Context: an optimization exercise on an open-source flow, tuned for small area. The choices shown serve that exercise and are no tape-out recipe.
In this exercise RTL edits were held to simulation tests only and were not proved equivalent to the original.
Power and IR drop assume default switching activity.

## ipc_doorbell
module ipc_doorbell (
    input             clk,
    input             rst,
    input             op_valid,
    input      [31:0] op_td,
    input      [63:0] op_wdata,
    output reg        rd_valid,
    output     [63:0] rd_data,
    output reg        diag_width,
    output reg        diag_range,
    output            host_irq,
    output            dsp_irq_ipc,
    output     [3:0]  dsp_irq_lvl,
    output     [3:0]  h2d_count,
    output     [3:0]  d2h_count,
    output reg        h2d_open,
    output reg        d2h_open
);
For scale: about 58000 um2 of cells after synthesis.
Settings: LEC_CHECK=0, ABC_AREA=1, CAP_MARGIN=20, CORE_MARGIN=2, CORE_UTILIZATION=50, CTS_BUF_LIST=sky130_fd_sc_hd__clkbuf_16, CTS_CLUSTER_DIAMETER=70, CTS_CLUSTER_SIZE=28, PLACE_DENSITY=0.6, SLEW_MARGIN=20; clock period 10.0 ns.
standard.sh (not shown) runs the stock make flow with config.mk's settings and CLKGATE_MAP_FILE= SYNTH_SCRIPT=/design/flow/synth_recipe.tcl, a recipe that flattens the netlist after the stock synthesis.
==> flow/flow/run.sh <==
#!/bin/bash
# Own layout flow: the standard synthesis, then the combinational logic is
# mapped again with several area-oriented ABC scripts (registers untouched);
# the smallest mapping that a combinational equivalence check (every
# flip-flop cut into ports) proves equal to the standard netlist is laid out
# with the standard flow. Each tool's full output goes to a log file of
# its own in this folder.
set -euo pipefail
W=$(pwd)
F=$W/flow
Y=$FLOW_HOME/../tools/install/yosys/bin
LIB=$FLOW_HOME/platforms/sky130hd/lib/sky130_fd_sc_hd__tt_025C_1v80.lib
R=$W/orfs/results/sky130hd/ipc_doorbell/base

# 1. Standard synthesis (unchanged).
bash standard.sh synth > $W/synth_standard.log 2>&1
cp $R/1_2_yosys.v $W/synth_standard.v

# 2. Remap the combinational logic; flip-flop instances stay as they are.
python3 $F/libfunc.py $LIB $W/dont_use.txt > $W/cells.v
PRE="strash;dc2;resub -K 8;refactor -z;rewrite -z;dc2"
declare -A SCR
SCR[a]="$PRE;dch -f;amap -m -F 5;topo"
SCR[b]="$PRE;dch -f;amap -m -F 5;topo;strash;dch -f;amap -m -F 5;topo"
SCR[c]="$PRE;resub -K 12;dc2;dch -f;amap -m -F 5;topo"
SCR[d]="$PRE;resub -K 12;dc2;resub -K 12 -N 2;dc2;dch -f;amap -m -F 5;topo"
SCR[e]="$PRE;resub -K 16;dc2;dch -f;amap -m -F 5;topo"
SCR[f]="strash;dc2;resub -K 6;rewrite -z;resub -K 8;refactor -z;resub -K 10;rewrite -z;resub -K 12;dc2;dch -f;amap -m -F 5;topo"
SCR[g]="$PRE;resub -K 12;dc2;dch -f;amap -m -F 10;topo"
SCR[h]="$PRE;resub -K 12;dc2;dch -f;amap -m -F 5 -A 5;topo"
for k in "${!SCR[@]}"; do
  echo "${SCR[$k]}" | tr ';' '\n' > $W/remap_$k.abc
  cat > $W/remap_$k.ys <<EOY
read_verilog $W/cells.v
read_verilog $W/synth_standard.v
hierarchy -top $FLOW_TOP
flatten
rename -hide w:*.*
read_liberty -lib -overwrite $LIB
techmap
opt -fast
setundef -zero
abc -D 10000 -liberty $LIB $(cat $W/dont_use.txt) -script $W/remap_$k.abc
opt_clean -purge
hilomap -singleton -hicell sky130_fd_sc_hd__conb_1 HI -locell sky130_fd_sc_hd__conb_1 LO
insbuf -buf sky130_fd_sc_hd__buf_4 A X
splitnets
opt_clean -purge
check -assert -mapped
tee -o $W/remap_$k.stat stat -liberty $LIB
write_verilog -noattr -nohex -nodec $W/synth_remap_$k.v
EOY
  ( $Y/yosys -s $W/remap_$k.ys > $W/remap_$k.log 2>&1 || rm -f $W/synth_remap_$k.v ) &
done
wait

# 3. Candidates by area; the first one proven equivalent is used.
python3 $F/cut.py $W/synth_standard.v $W/cec_gold.v
$Y/yosys -p "read_verilog $W/cells.v; read_verilog $W/cec_gold.v; hierarchy -top $FLOW_TOP; flatten; techmap; opt -fast; aigmap; write_aiger -zinit $W/cec_gold.aig" > $W/cec_gold.log 2>&1
: > $W/remap_areas.txt
for k in "${!SCR[@]}"; do
  if [[ -f $W/synth_remap_$k.v ]] && ! grep -q "lpflow\|probe" $W/synth_remap_$k.v; then
    echo "$(awk '/Chip area/ {print $NF}' $W/remap_$k.stat) $k" >> $W/remap_areas.txt
  fi
done
sort -g -o $W/remap_areas.txt $W/remap_areas.txt
echo "standard netlist kept" > $W/remap_used.txt
while read -r area k; do
  python3 $F/cut.py $W/synth_remap_$k.v $W/cec_$k.v
  $Y/yosys -p "read_verilog $W/cells.v; read_verilog $W/cec_$k.v; hierarchy -top $FLOW_TOP; flatten; techmap; opt -fast; aigmap; write_aiger -zinit $W/cec_$k.aig" > $W/cec_$k.log 2>&1 || continue
  $Y/yosys-abc -c "cec $W/cec_gold.aig $W/cec_$k.aig" > $W/cec_${k}_abc.log 2>&1 || true
  if grep -q "Networks are equivalent" $W/cec_${k}_abc.log; then
    cp $W/synth_remap_$k.v $R/1_2_yosys.v
    echo "remap $k ($area um2) used" > $W/remap_used.txt
    break
  fi
done < $W/remap_areas.txt

# 4. Layout: the standard flow from the netlist on.
bash standard.sh \
  "BUFFER_PORTS_ARGS=-buffer_cell sky130_fd_sc_hd__buf_1" \
  "CTS_ARGS=-sink_clustering_enable -repair_clock_nets -sink_clustering_size 28 -sink_clustering_max_diameter 70 -buf_list sky130_fd_sc_hd__clkbuf_16 -dont_use_dummy_load" \
  finish > $W/layout.log 2>&1
Other scripts of this flow, unchanged in this note and not shown: flow/flow/cut.py, flow/flow/libfunc.py
==> next run, changes <==
--- a/flow/flow/run.sh
+++ b/flow/flow/run.sh
@@ -82 +82 @@
-  "CTS_ARGS=-sink_clustering_enable -repair_clock_nets -sink_clustering_size 28 -sink_clustering_max_diameter 70 -buf_list sky130_fd_sc_hd__clkbuf_16 -dont_use_dummy_load" \
+  "CTS_ARGS=-sink_clustering_enable -repair_clock_nets -sink_clustering_size 28 -sink_clustering_max_diameter 90 -buf_list sky130_fd_sc_hd__clkbuf_16 -dont_use_dummy_load" \
--- a/flow/config.mk
+++ b/flow/config.mk
@@ -13 +13 @@
-export CTS_CLUSTER_DIAMETER = 70
+export CTS_CLUSTER_DIAMETER = 90
The new run produced a clean layout; flip-flop and latch count stays the same; via count fell by 0.40%; worst hold slack stays flat; synthesized area is unchanged; wire length is about the same; cell count hardly moves; power is lower by 2.5%.

afterwards: timing with drivers on the ports:
The flow's constraints put no driver on any port. The routed layouts listed below were extracted and timed again, unchanged, in two steps.
Step 1 sets driving cells, clkbuf_16 on the clock port and buf_2 on the other inputs (assumed; they add their load-dependent delay and slew).
Step 2, shift: input delay + t, output delay - t, t = (earliest + latest rising clock arrival at the registers) / 2. This alone moves slack from input paths to output paths.
Three values: ideal ports, drivers, drivers and shift; two values: the first two.
run	t, ns	setup slack, ns	cell pins on the clock port's net
the first run	0.748	2.506 / 2.555 / 1.806	1
the second run	0.724	2.605 / 2.647 / 1.923	1
After both steps setup and hold are still met in every run listed. For the first run, which loses most, drivers alone change the setup slack by +0.049 ns; drivers and shift together by -0.700 ns.
